From an optimization exercise on the open Yosys and OpenROAD flow, aimed at small area and a short achievable clock period; shortcuts taken in it are not production practice. In this exercise RTL edits were held to simulation tests only and were not proved equivalent to the original. Power figures rest on the tool's default switching activity, not on a simulated workload.

### flow/config.mk
export PLATFORM = sky130hd
export DESIGN_NAME = viking_core
export DESIGN_NICKNAME = viking_core
export VERILOG_FILES = /design/flow/design.v
export SDC_FILE = /design/flow/constraint.sdc
export NUM_CORES = 4
export LEC_CHECK = 0
export CAP_MARGIN = 5
export CORE_MARGIN = 2
export CORE_UTILIZATION = 40
export PLACE_DENSITY = 0.6
export SLEW_MARGIN = 5
### flow/constraint.sdc
create_clock -name core_clock -period 12.0 [get_ports {clk}]
set_input_delay 2.4000 -clock core_clock [delete_from_list [all_inputs] [get_ports {clk}]]
set_output_delay 2.4000 -clock core_clock [all_outputs]
set_load 0.01 [all_outputs]
### flow/design.v
module viking_core (
    input  wire        clk,
    input  wire        rst,           
    input  wire [31:0] budget,        
    output wire        mem_req,
    output wire        mem_we,
    output wire [14:0] mem_addr,
    output wire [23:0] mem_wdata,
    input  wire [23:0] mem_rdata,
    input  wire        mem_ready,
    output wire        done,
    output wire [23:0] reg_a,
    output wire [23:0] reg_b,
    output wire [14:0] reg_x1,
    output wire [14:0] reg_x2,
    output wire [14:0] reg_x3,
    output wire [14:0] reg_pc,
    output wire        flag_overflow,
    output wire        flag_halted,
    output wire [63:0] cost_cycles,
    output wire        diag_valid,
    output wire [5:0]  diag_op,
    output wire [14:0] diag_fa
);
    localparam [5:0] OP_HLT = 6'o00, OP_XEC = 6'o02, OP_STB = 6'o03, OP_STA = 6'o05,
                     OP_ADD = 6'o10, OP_SUB = 6'o11, OP_SKG = 6'o12, OP_SKN = 6'o13,
                     OP_ANA = 6'o15, OP_ORA = 6'o16, OP_ERA = 6'o17,
                     OP_LDB = 6'o23, OP_LDA = 6'o24, OP_JSL = 6'o27,
                     OP_MPY = 6'o34, OP_DIV = 6'o35, OP_ARS = 6'o40, OP_ALS = 6'o41,
                     OP_TAB = 6'o55, OP_LDX = 6'o56, OP_IAB = 6'o57, OP_SIX = 6'o66,
                     OP_JPL = 6'o70, OP_JZE = 6'o71, OP_JMI = 6'o72, OP_JNZ = 6'o73,
                     OP_JMP = 6'o74, OP_NOP = 6'o77;
    localparam [1:0] S_F = 2'd0, S_I = 2'd1, S_E = 2'd2;
    reg [23:0] A, B;
    reg [14:0] X1, X2, X3, P;
    reg        overflow, halted;
    reg [63:0] cycles;
    reg [1:0]  st;
    reg        fresh;      
    reg [5:0]  op;
    reg [1:0]  xsel;
    reg [14:0] ea;
    reg [14:0] N;          
    reg [14:0] N2;         
    reg        skipf;      
    reg [3:0]  depth;
    reg        bstop;      
    reg        az;         
    reg [23:0] M;          
    reg        k_mem, k_wr, k_bad, k_hlt, k_xec, k_jmp, k_jpl, k_jze, k_jmi, k_jnz;
    reg        k_sta, k_stb, k_jsl, k_six1, k_six2, k_six3;
    reg        k_free;
    reg        a_sel;      
    reg        a_cj;       
    reg        w_add, w_dif, w_swap, w_sgn, w_and, w_or, w_xor, w_mpy, w_div, w_dovf;
    reg        wp;
    reg        md_busy, md_div, md_fin, md_sgn, md_cin;
    reg [4:0]  md_cnt;
    reg [23:0] Cr;         
    wire stopped  = halted | bstop;
    wire boundary = (st == S_F) | fresh;
    assign done   = boundary & stopped & ~md_busy & ~wp;
    wire k_sh  = (op == OP_ARS) | (op == OP_ALS), k_als = (op == OP_ALS);
    wire k_lda = (op == OP_LDA), k_ldb = (op == OP_LDB), k_tab = (op == OP_TAB);
    wire k_iab = (op == OP_IAB), k_ldx = (op == OP_LDX);
    wire k_skg = (op == OP_SKG), k_skn = (op == OP_SKN), k_add = (op == OP_ADD);
    wire k_sub = (op == OP_SUB), k_ana = (op == OP_ANA), k_ora = (op == OP_ORA);
    wire k_era = (op == OP_ERA), k_mpy = (op == OP_MPY), k_div = (op == OP_DIV);
    wire k_w   = k_add | k_sub | k_ana | k_ora | k_era | k_mpy | k_div;
    reg [5:0] k_cost;
    always @(*) begin
        if ((op == OP_JPL) | (op == OP_JZE) | (op == OP_JMI) | (op == OP_JNZ)) k_cost = 6'd6;
        else if (k_mpy) k_cost = 6'd28;
        else if (k_div) k_cost = 6'd44;
        else if (k_ldx) k_cost = 6'd5;
        else if (k_mem | k_iab) k_cost = 6'd10;
        else k_cost = 6'd5;
    end
    wire xec_lim = k_xec & (depth == 4'd8);
    wire op_halt = k_hlt | k_bad | xec_lim;
    wire [14:0] x_exec = (xsel == 2'd1) ? X1 : (xsel == 2'd2) ? X2 :
                         (xsel == 2'd3) ? X3 : 15'd0;
    wire e_hold  = (fresh & stopped) | (md_busy & ~k_free);
    wire e_act   = (st == S_E) & ~e_hold;
    wire e_go    = e_act & (mem_ready | op_halt);
    wire e_fetch = ~k_mem & ~op_halt;       
    wire sel_ea = a_sel | (a_cj & ((k_jpl & ~A[23] & ~az) | (k_jze & az) |
                                   (k_jmi & A[23]) | (k_jnz & ~az)));
    assign mem_addr  = sel_ea ? ea : (skipf ? N2 : N);
    assign mem_req   = (st == S_F) ? ~stopped :
                       (st == S_I) ? ~(fresh & stopped) : (e_act & ~op_halt);
    assign mem_we    = e_act & k_wr;
    assign mem_wdata = ({24{k_sta}} & A) | ({24{k_stb}} & B) | ({24{k_jsl}} & {9'd0, N}) |
                       ({24{k_six1}} & {9'd0, X1}) | ({24{k_six2}} & {9'd0, X2}) |
                       ({24{k_six3}} & {9'd0, X3});
    wire [14:0] addr_inc = mem_addr + 15'd1;
    wire [14:0] addr_in2 = {mem_addr[14:1] + 14'd1, mem_addr[0]};
    wire f_go = ((st == S_F) & ~stopped & mem_ready) | (e_go & e_fetch);
    wire [23:0] rd = mem_rdata;
    wire [5:0]  ro = rd[23:18];
    wire r_hlt = (ro == OP_HLT), r_xec = (ro == OP_XEC), r_stb = (ro == OP_STB),
         r_sta = (ro == OP_STA), r_add = (ro == OP_ADD), r_sub = (ro == OP_SUB),
         r_skg = (ro == OP_SKG), r_skn = (ro == OP_SKN), r_ana = (ro == OP_ANA),
         r_ora = (ro == OP_ORA), r_era = (ro == OP_ERA), r_ldb = (ro == OP_LDB),
         r_lda = (ro == OP_LDA), r_jsl = (ro == OP_JSL), r_mpy = (ro == OP_MPY),
         r_div = (ro == OP_DIV), r_ars = (ro == OP_ARS), r_als = (ro == OP_ALS),
         r_tab = (ro == OP_TAB), r_ldx = (ro == OP_LDX), r_iab = (ro == OP_IAB),
         r_six = (ro == OP_SIX), r_jpl = (ro == OP_JPL), r_jze = (ro == OP_JZE),
         r_jmi = (ro == OP_JMI), r_jnz = (ro == OP_JNZ), r_jmp = (ro == OP_JMP),
         r_nop = (ro == OP_NOP);
    wire r_impl = r_hlt | r_xec | r_stb | r_sta | r_add | r_sub | r_skg | r_skn | r_ana |
                  r_ora | r_era | r_ldb | r_lda | r_jsl | r_mpy | r_div | r_ars | r_als |
                  r_tab | r_ldx | r_iab | r_six | r_jpl | r_jze | r_jmi | r_jnz | r_jmp | r_nop;
    wire r_wr  = r_sta | r_stb | r_jsl | r_six;
    wire r_w   = r_add | r_sub | r_ana | r_ora | r_era | r_mpy | r_div;
    wire r_mem = r_wr | r_w | r_lda | r_ldb | r_skg | r_skn | (r_ldx & (rd[16:15] != 2'd0));
    wire [14:0] ea_x1 = rd[14:0] + X1;
    wire [14:0] ea_x2 = rd[14:0] + X2;
    wire [14:0] ea_x3 = rd[14:0] + X3;
    wire [14:0] ea_f  = (rd[16:15] == 2'd1) ? ea_x1 : (rd[16:15] == 2'd2) ? ea_x2 :
                        (rd[16:15] == 2'd3) ? ea_x3 : rd[14:0];
    wire [5:0]  cost   = k_cost + (k_sh ? {1'b0, ea[4:0]} : 6'd0);
    wire [63:0] cycles_sum = cycles + {58'd0, cost};
    wire [33:0] bo1 = {2'b00, cycles[31:0]};
    wire [33:0] bo2 = {2'b00, ~budget};
    wire [33:0] bo3 = {28'd0, k_cost};
    wire [33:0] bo4 = {29'd0, (k_sh ? ea[4:0] : 5'd0)};
    wire [33:0] bs1 = bo1 ^ bo2 ^ bo3;
    wire [33:0] bc1 = {((bo1 & bo2) | (bo1 & bo3) | (bo2 & bo3)), 1'b0};
    wire [33:0] bs2 = bs1 ^ bc1 ^ bo4;
    wire [33:0] bc2 = {((bs1 & bc1) | (bs1 & bo4) | (bc1 & bo4)), 1'b0};
    wire [33:0] bsum = bs2 + bc2 + 34'd1;
    wire        bstop_sum = (budget != 32'd0) &&
                            ((cycles[63:32] != 32'd0) || (bsum[33:32] != 2'd0));
    wire        rd_zero = (rd[22:0] == 23'd0);
    wire        gt      = A[22:0] > rd[22:0];
    wire        eqm     = A[22:0] == rd[22:0];
    wire        a_neg   = A[23] & ~az;
    wire        r_neg   = rd[23] & ~rd_zero;
    wire        skg_gt  = (~a_neg & r_neg) | (~a_neg & ~r_neg & gt) |
                          (a_neg & r_neg & ~gt & ~eqm);
    wire        skip    = (k_skg & skg_gt) | (k_skn & ~(eqm & (A[23] == rd[23])));
    wire        m_sgn   = k_sub ? ~rd[23] : rd[23];
    wire        eff_sub = A[23] ^ m_sgn;
    wire [22:0] mA = A[22:0], mM = M[22:0];
    wire        mpy_fin  = md_busy & md_fin;
    reg  [23:0] a1, b1;
    reg         c1;
    always @(*) begin
        if (mpy_fin) begin
            a1 = A;            b1 = Cr;          c1 = md_cin;
        end else if (w_swap) begin
            a1 = {1'b0, mM};   b1 = {1'b1, ~mA}; c1 = 1'b1;
        end else if (w_dif) begin
            a1 = {1'b0, mA};   b1 = {1'b1, ~mM}; c1 = 1'b1;
        end else begin
            a1 = {1'b0, mA};   b1 = {1'b0, mM};  c1 = 1'b0;
        end
    end
    wire [24:0] t1 = {1'b0, a1} + {1'b0, b1} + {24'd0, c1};
    wire [23:0] da      = {mA, B[22]};
    wire [24:0] td      = {1'b0, da} + {1'b0, 1'b1, ~mM} + 25'd1;
    wire        dq      = td[24];
    wire [22:0] drem    = dq ? td[22:0] : da[22:0];
    wire [23:0] a2s     = {td[22:0], B[21]};            
    wire [23:0] a2r     = {mA[21:0], B[22], B[21]};     
    wire [24:0] t2s     = {1'b0, a2s} + {1'b0, 1'b1, ~mM} + 25'd1;
    wire [24:0] t2r     = {1'b0, a2r} + {1'b0, 1'b1, ~mM} + 25'd1;
    wire [23:0] a2      = dq ? a2s : a2r;
    wire        dq2     = dq ? t2s[24] : t2r[24];
    wire [22:0] drem2   = dq ? (t2s[24] ? t2s[22:0] : a2s[22:0])
                             : (t2r[24] ? t2r[22:0] : a2r[22:0]);
    wire        d_last  = md_busy & md_div & (md_cnt == 5'd0);
    wire        nz_s    = t2s[24] ? (a2s != {1'b0, mM}) : (a2s != 24'd0);
    wire        nz_r    = t2r[24] ? (a2r != {1'b0, mM}) : (a2r != 24'd0);
    wire        drem_nz = dq ? nz_s : nz_r;
    wire        dq_nz   = dq | dq2 | (B[20:0] != 21'd0);
    wire        mfirst = w_mpy;
    wire [27:0] cs_s   = mfirst ? 28'd0 : {4'd0, A};
    wire [27:0] cs_c   = mfirst ? 28'd0 : {4'd0, Cr};
    wire [27:0] pp0    = {5'd0, mM & {23{B[0]}}};
    wire [27:0] pp1    = {4'd0, mM & {23{B[1]}}, 1'b0};
    wire [27:0] pp2    = {3'd0, mM & {23{B[2]}}, 2'b0};
    wire [27:0] pp3    = {2'd0, mM & {23{B[3]}}, 3'b0};
    wire [27:0] l1s    = cs_s ^ cs_c ^ pp0;
    wire [27:0] l1c    = {((cs_s & cs_c) | (cs_s & pp0) | (cs_c & pp0)), 1'b0};
    wire [27:0] l2s    = pp1 ^ pp2 ^ pp3;
    wire [27:0] l2c    = {((pp1 & pp2) | (pp1 & pp3) | (pp2 & pp3)), 1'b0};
    wire [27:0] l3s    = l1s ^ l1c ^ l2s;
    wire [27:0] l3c    = {((l1s & l1c) | (l1s & l2s) | (l1c & l2s)), 1'b0};
    wire [27:0] l4s    = l3s ^ l3c ^ l2c;
    wire [27:0] l4c    = {((l3s & l3c) | (l3s & l2c) | (l3c & l2c)), 1'b0};
    wire [4:0]  mlow   = {1'b0, l4s[3:0]} + {1'b0, l4c[3:0]} + {4'd0, (mfirst ? 1'b0 : md_cin)};
    wire [23:0] mlo_in = mfirst ? {1'b0, B[22:0]} : B;
    function [22:0] rev23(input [22:0] v);
        integer i;
        begin
            for (i = 0; i < 23; i = i + 1) rev23[i] = v[22 - i];
        end
    endfunction
    wire [22:0] sh_in  = k_als ? rev23(A[22:0]) : A[22:0];
    wire [22:0] sh_r   = sh_in >> ea[4:0];
    wire [22:0] sh_out = k_als ? rev23(sh_r) : sh_r;
    reg [23:0] A_nx, B_nx;
    always @(*) begin
        A_nx = A;
        B_nx = B;
        if (e_go) begin
            if (k_lda) A_nx = rd;
            if (k_ldb) B_nx = rd;
            if (k_sh)  A_nx = {A[23], sh_out};
            if (k_tab) B_nx = A;
            if (k_iab) begin A_nx = B; B_nx = A; end
        end
        if (w_add | w_dif) A_nx = {w_sgn, t1[22:0]};
        if (w_and) A_nx = A & M;
        if (w_or)  A_nx = A | M;
        if (w_xor) A_nx = A ^ M;
        if (w_mpy | (md_busy & ~md_div & ~md_fin)) begin
            A_nx = l4s[27:4];
            B_nx = {mlow[3:0], mlo_in[23:4]};
        end
        if (mpy_fin) begin
            A_nx = {md_sgn, t1[21:0], B[23]};
            B_nx = {md_sgn, B[22:0]};
        end
        if (w_div) begin
            A_nx = {A[23], drem};
            B_nx = {A[23] ^ M[23], B[21:0], dq};
        end
    end
    wire az_nx = (md_busy & md_div) ? ~drem_nz : (A_nx[22:0] == 23'd0);
    reg [23:0] A_d, B_d;
    always @(*) begin
        A_d = A_nx;
        B_d = B_nx;
        if (md_busy & md_div) begin
            A_d = {A[23] & (~d_last | drem_nz), drem2};
            B_d = {B[23] & (~d_last | dq_nz), B[20:0], dq, dq2};
        end
    end
    always @(posedge clk) begin
        if (rst) begin
            A        <= 24'd0;
            B        <= 24'd0;
            az       <= 1'b1;
            X1       <= 15'd0;
            X2       <= 15'd0;
            X3       <= 15'd0;
            P        <= 15'd0;
            N        <= 15'd0;
            N2       <= 15'd1;
            skipf    <= 1'b0;
            overflow <= 1'b0;
            halted   <= 1'b0;
            cycles   <= 64'd0;
            st       <= S_F;
            a_sel    <= 1'b0;
            a_cj     <= 1'b0;
            fresh    <= 1'b0;
            depth    <= 4'd0;
            bstop    <= 1'b0;
            wp       <= 1'b0;
            w_add    <= 1'b0;
            w_dif    <= 1'b0;
            w_swap   <= 1'b0;
            w_and    <= 1'b0;
            w_or     <= 1'b0;
            w_xor    <= 1'b0;
            w_mpy    <= 1'b0;
            w_div    <= 1'b0;
            w_dovf   <= 1'b0;
            md_busy  <= 1'b0;
        end else begin
            A      <= A_d;
            B      <= B_d;
            az     <= az_nx;
            if (e_go) cycles <= cycles_sum;
            if (e_go) bstop  <= bstop_sum;
            if (e_go & op_halt) halted <= 1'b1;
            wp     <= 1'b0;
            w_add  <= 1'b0;
            w_dif  <= 1'b0;
            w_swap <= 1'b0;
            w_and  <= 1'b0;
            w_or   <= 1'b0;
            w_xor  <= 1'b0;
            w_mpy  <= 1'b0;
            w_div  <= 1'b0;
            w_dovf <= 1'b0;
            if ((w_add & t1[23]) | w_dovf) overflow <= 1'b1;
            if (w_mpy | w_div) begin
                md_busy <= 1'b1;
                md_div  <= w_div;
                md_fin  <= 1'b0;
                md_cnt  <= w_div ? 5'd10 : 5'd4;
                md_cin  <= mlow[4];
                Cr      <= l4c[27:4];
            end
            if (md_busy) begin
                md_cnt <= md_cnt - 5'd1;
                if (md_fin) begin
                    md_busy <= 1'b0;
                end else if (!md_div) begin
                    md_cin <= mlow[4];
                    Cr     <= l4c[27:4];
                    if (md_cnt == 5'd0) md_fin <= 1'b1;
                end else if (md_cnt == 5'd0) begin
                    md_busy <= 1'b0;
                end
            end
            if ((st == S_E) && !md_busy) M <= rd;
            if (f_go) begin
                op     <= ro;
                xsel   <= rd[16:15];
                ea     <= ea_f;
                P      <= mem_addr;
                N      <= addr_inc;
                N2     <= addr_in2;
                skipf  <= 1'b0;
                st     <= rd[17] ? S_I : S_E;
                a_sel  <= rd[17] | r_mem | r_jmp | r_xec;
                a_cj   <= ~rd[17] & (r_jpl | r_jze | r_jmi | r_jnz);
                k_mem  <= r_mem;
                k_wr   <= r_wr;
                k_bad  <= ~r_impl;
                k_hlt  <= r_hlt;
                k_xec  <= r_xec;
                k_jmp  <= r_jmp;
                k_jpl  <= r_jpl;
                k_jze  <= r_jze;
                k_jmi  <= r_jmi;
                k_jnz  <= r_jnz;
                k_sta  <= r_sta;
                k_six1 <= r_six & (rd[16:15] == 2'd1);
                k_six2 <= r_six & (rd[16:15] == 2'd2);
                k_six3 <= r_six & (rd[16:15] == 2'd3);
                k_free <= r_xec | r_jmp | r_jsl | r_hlt | ~r_impl | r_ldx | r_nop | r_six;
                k_stb  <= r_stb;
                k_jsl  <= r_jsl;
            end
            case (st)
                S_F: if (f_go) fresh <= 1'b0;
                S_I: if (mem_ready && !(fresh && stopped)) begin
                    ea <= rd[14:0];
                    st <= S_E;
                    a_sel <= k_mem | k_jmp | k_xec;
                    a_cj  <= k_jpl | k_jze | k_jmi | k_jnz;
                end
                default: if (e_go) begin
                    depth <= (k_xec & ~xec_lim) ? depth + 4'd1 : 4'd0;
                    if (op_halt) begin
                        st    <= S_F;
                        a_sel <= 1'b0;
                        a_cj  <= 1'b0;
                        fresh <= 1'b0;
                        if (!k_hlt) begin P <= N; end
                        else        begin N <= P; end
                    end else if (k_mem) begin
                        st    <= S_F;
                        a_sel <= 1'b0;
                        a_cj  <= 1'b0;
                        fresh <= 1'b0;
                        if (k_jsl) begin
                            P  <= addr_inc;
                            N  <= addr_inc;
                            N2 <= addr_in2;
                        end else begin
                            P     <= N;
                            skipf <= skip;
                        end
                        wp     <= k_w;
                        w_add  <= (k_add | k_sub) & ~eff_sub;
                        w_dif  <= (k_add | k_sub) & eff_sub;
                        w_swap <= (k_add | k_sub) & eff_sub & ~gt & ~eqm;
                        w_sgn  <= eff_sub ? (~eqm & (gt ? A[23] : m_sgn))
                                          : (A[23] & ~(az & rd_zero));
                        w_and  <= k_ana;
                        w_or   <= k_ora;
                        w_xor  <= k_era;
                        w_mpy  <= k_mpy;
                        w_div  <= k_div & ~(gt | eqm);
                        w_dovf <= k_div & (gt | eqm);
                        if (k_mpy) md_sgn <= (B[23] ^ rd[23]) & (B[22:0] != 23'd0) & ~rd_zero;
                        if (k_ldx) begin
                            case (xsel)
                                2'd1: X1 <= rd[14:0];
                                2'd2: X2 <= rd[14:0];
                                2'd3: X3 <= rd[14:0];
                                default: ;
                            endcase
                        end
                    end else begin
                        fresh <= ~k_xec;
                    end
                end
            endcase
        end
    end
    assign diag_valid    = e_act & (k_bad | xec_lim);
    assign diag_op       = op;
    assign diag_fa       = P;
    assign reg_a         = A;
    assign reg_b         = B;
    assign reg_x1        = X1;
    assign reg_x2        = X2;
    assign reg_x3        = X3;
    assign reg_pc        = skipf ? N2 : P;
    assign flag_overflow = overflow;
    assign flag_halted   = halted;
    assign cost_cycles   = cycles;
endmodule
### flow/flow/run.sh
#!/bin/bash
set -uo pipefail
bash standard.sh SETUP_SLACK_MARGIN=7.25 finish > standard_make.log 2>&1
status=$?
exit $status
### flow/standard.sh
#!/bin/bash
# synth_recipe.tcl (not shown) runs the flow's synth.tcl, then flattens the netlist and writes it again
# the make line also repeats each setting of config.mk as NAME=value (left out here)
make -C /OpenROAD-flow-scripts/flow DESIGN_CONFIG=/design/flow/config.mk WORK_HOME=/design/flow/orfs CLKGATE_MAP_FILE= SYNTH_SCRIPT=/design/flow/synth_recipe.tcl "${@:-finish}"
==> summary.txt <==
status: complete, no violations
Iteration-0 DRC Markers: 4669
mean post-synth cell area: 7.58 µm²
CTS Buffer Depth: 3
syn_nets: 5175
first-pass GRT wire length: 245000 µm
GRT Overall Usage: 0.360
Worst Path Max Fanout: 6
Post-synth EDFFs: 98
Synth top area share: 0.128
die area: 91300 µm²
Initial Utilization: 0.403
CP Class: input port to flop
multiplexer share of the synthesized area: 0.0382
grt ovf: 0
Die Wd: 302 µm
CTS tree: yes
CP peak stage delay: 0.82 ns
Commonest cells post-synth: nand2_1, nor2_1, a21oi_1
Crit. End Element: flop
unrepaired setup endpoints after global routing: yes
PD cells: 100 nW/µm²
Die Height: 302 µm
total power: 4.56 mW
simple-gate share of the synthesized area: 0.221
hold path cells: 2
Wirelength per Cell: 27.5 µm
Syn. warnings: 1
final wirelength: 174000 µm
largest net degree at the start of global routing: 158
HPWL after DPL: 119000 µm
vias in the first global route: 36596
drt pass-1 iters: 7
Core ar.: 88200 µm²
Static Leakage: 18.8 nW
Tightest Pin Transition: 1.24 ns
CP max-delay cell: a2111oi_0
RePlAce Congestion: 1.08
placed standard-cell area: 39900 µm²
Residual DRC: 0
clock root buffer: clkbuf_16
most common cell in the netlist: nand2_1
design area: 45600 µm²
cell taking the most area after synthesis: dfxtp_1
max-cap violations: 0
synthesized area: 35600 µm²
ANT nets after route: 0
Post-Synth Adder-Cell Area: 0.173
setup slack after layout: 7.13 ns
Worst Path Required: 12.55 ns
Final Hold Fails: 0
fin. max-slew vios: 0
asr flop ratio synth: 0
share of cells above drive strength 1: 0.167
Clock Latency Late Sink: 0.62 ns
# fillers: 8423
post-synthesis sequential area ratio: 0.210
Tcrit/Tclk final: 0.406
setup TNS: 0 ns
Area Growth Syn to Fin: 28.2%
# IOs: 297
main combinational cell family by area after synthesis: compound AO/OA/AOI/OAI gates
highest clock rate: 205 MHz
startpoint types: input port
post-synthesis sequential element count: 325
Compound-Gate Fraction of Synth Area: 0.235
final setup fails: 0
VDD IR max: 0.000116 V
DR vias/cell: 6.31
Critical Path, Cell by Cell: dlygate4sd2_1 -> nor3_4 -> nand2_4 -> nand3_2 -> a2111oi_0 -> a211oi_1 -> o31a_1 -> nor4b_2 -> and4b_1 -> a21o_1
Final Skew: 0.0376 ns
CTS Buf Count: 43
synthesized-area fraction occupied by xor and xnor cells: 0.0537
Synth cell types: 92
Final min period: 4.87 ns
R2R depth: 13
min-delay worst type: flop to flop
post-synthesis instance total: 4692
normalized max-slew margin: 0.174
depth of the CTS H-tree: 2
CTS sink cnt: 325
most common flop cell mapped by yosys: dfxtp_1
Row Count: 109
port buffer count: 296
crit path DAT: 5.42 ns
layout net count: 5592
top cells by area, synth: dfxtp_1, ha_1, edfxtp_1
via count: 39832
pre-CTS setup slack: 5.42 ns
hold_ws: 0.484 ns
Worst-path clk slew: 0.07 ns
initial antenna violation count: 9
[worst max-delay path, delay by kind of cell]
kind,cells,cell delay (ns)
buffers and inverters,1,0.38
AND/OR/NAND/NOR,5,1.23
AO/OA/AOI/OAI,4,1.40
[final timing paths]
| path | from | endpoint | slack (ns) |
|---|---|---|---|
| worst max-delay path | mem_ready | az$_SDFF_PP1_ | 7.13 |
| worst min register to register | w_dovf$_SDFF_PP0_ | overflow$_SDFFE_PP0P_ | 0.48 |
| worst max register to register | op[4]$_DFFE_PP_ | az$_SDFF_PP1_ | 7.16 |
| worst min-delay path | w_dovf$_SDFF_PP0_ | overflow$_SDFFE_PP0P_ | 0.48 |
[where the power goes]
group          total (mW)  leakage [nW]  switching (mW)  internal [mW]
combinational        1.87          15.4            1.10          0.773
sequential           1.31          2.77           0.104           1.21
clock                1.38         0.715           0.591          0.790
[state kept, by name, summed over array words and instances (netlist names), 2 cells and up]
register and flops:
X2 15, Cr 24, X3 15, cycles 64
A 24, N 15, depth 4, ea 15
M 24, xsel 2, md_cnt 5, X1 15
B 24, P 15, op 6, N2 15
st 2
[layout by cell type (no fill, tap or decap), types with 34 or more instances in the layout]
cell type        synthesis  layout
and2_1                 113     111
nor4_1                  53      48
buf_4                    1     297
nand3_1                105      97
ha_1                   313     292
and3_1                  36      34
mux2i_1                 58      49
buf_6                    2      46
xor2_1                  93      91
a22oi_1                 74      61
nor2_1                 418     396
xnor2_1                125     117
nand4_1                 42      42
edfxtp_1                98      98
fa_1                   111     102
dfxtp_1                227     213
o211ai_1                53      53
clkbuf_16                0      51
a221oi_1                55      50
a21o_1                  64      63
clkdlybuf4s50_1          0     263
inv_1                  336     287
nor3_1                 134     120
a21oi_1                367     334
nand2_1                578     564
a211oi_1                69      53
o21ai_0                308     278
nor2b_1                 58      55
or3_1                   44      39
[kinds of logic after synthesis]
group,Yosys count
simple gates,1682
compound gates,1304
buf+inv,640
fa+ha+maj,424
flops,325
xor+xnor,218
mux,99
[per-layer routing]
layer,vias up,GRT usage,share of wire,wire length [µm]
met5,-,0.00311,0.0011,197
li1,17605,-,-,-
met3,735,0.0990,0.11,18300
met1,19064,0.445,0.38,66400
met2,2414,0.551,0.43,75000
met4,14,0.233,0.079,13700
[metrics by stage]
| step | utilization | instances |
|---|---|---|
| finish | 0.517 | 6314 |
| global placement | 0.452 | 5975 |
| CTS | 0.494 | 6189 |
| floorplan | - | 4692 |
| global route | 0.517 | 6309 |
| detailed placement | 0.452 | 5975 |
[final cells by class]
type                            count  area [µm²]  area share
Antenna cell                        5        12.5    0.000274
Clock buffer                       62        1270      0.0279
Clock inverter                     18         188     0.00412
Inverter                          340        1380      0.0304
Multi-Input combinational cell   3728       27300       0.598
Sequential cell                   325        7520       0.165
Tap cell                         1165        1460      0.0320
Timing Repair Buffer              670        6470       0.142
Timing Repair inverter              1        5.00    0.000110
[what timing repair did]
action	in CTS	in global routing
hold buffers	0	0
pin swaps	61	106
gates cloned	5	7
gates resized for setup	374	263
setup buffers	129	113
endpoints found under the setup margin	214	95
Testbench counts, summed over its fixed seeds: clk cycles 266,924.

## what the ideal ports hide
In the flow no input, the clock included, has a driving cell. The finished layout below was timed again as built, in two steps. Step 1: set_driving_cell puts a clkbuf_16 on clk and a buf_2 on each other input, an assumption about the parent block. Step 2, shift: input delay + t, output delay - t, t = (earliest + latest rising clock arrival at the registers) / 2. This alone moves slack from input paths to output paths. Slacks: ideal / step 1 / step 2; pairs: ideal / step 1.
t (ns): 0.675
setup slack, ns: 7.130 / 7.073 / 6.462
worst setup path after step 2: input to register
slew at the worst register clock pin (ns): 0.07 / 0.07
cell pins on the clock port's net: 1
After both steps this run still meets setup and hold. The setup slack of this run moves by -0.057 ns with the drivers and by -0.668 ns with both steps.
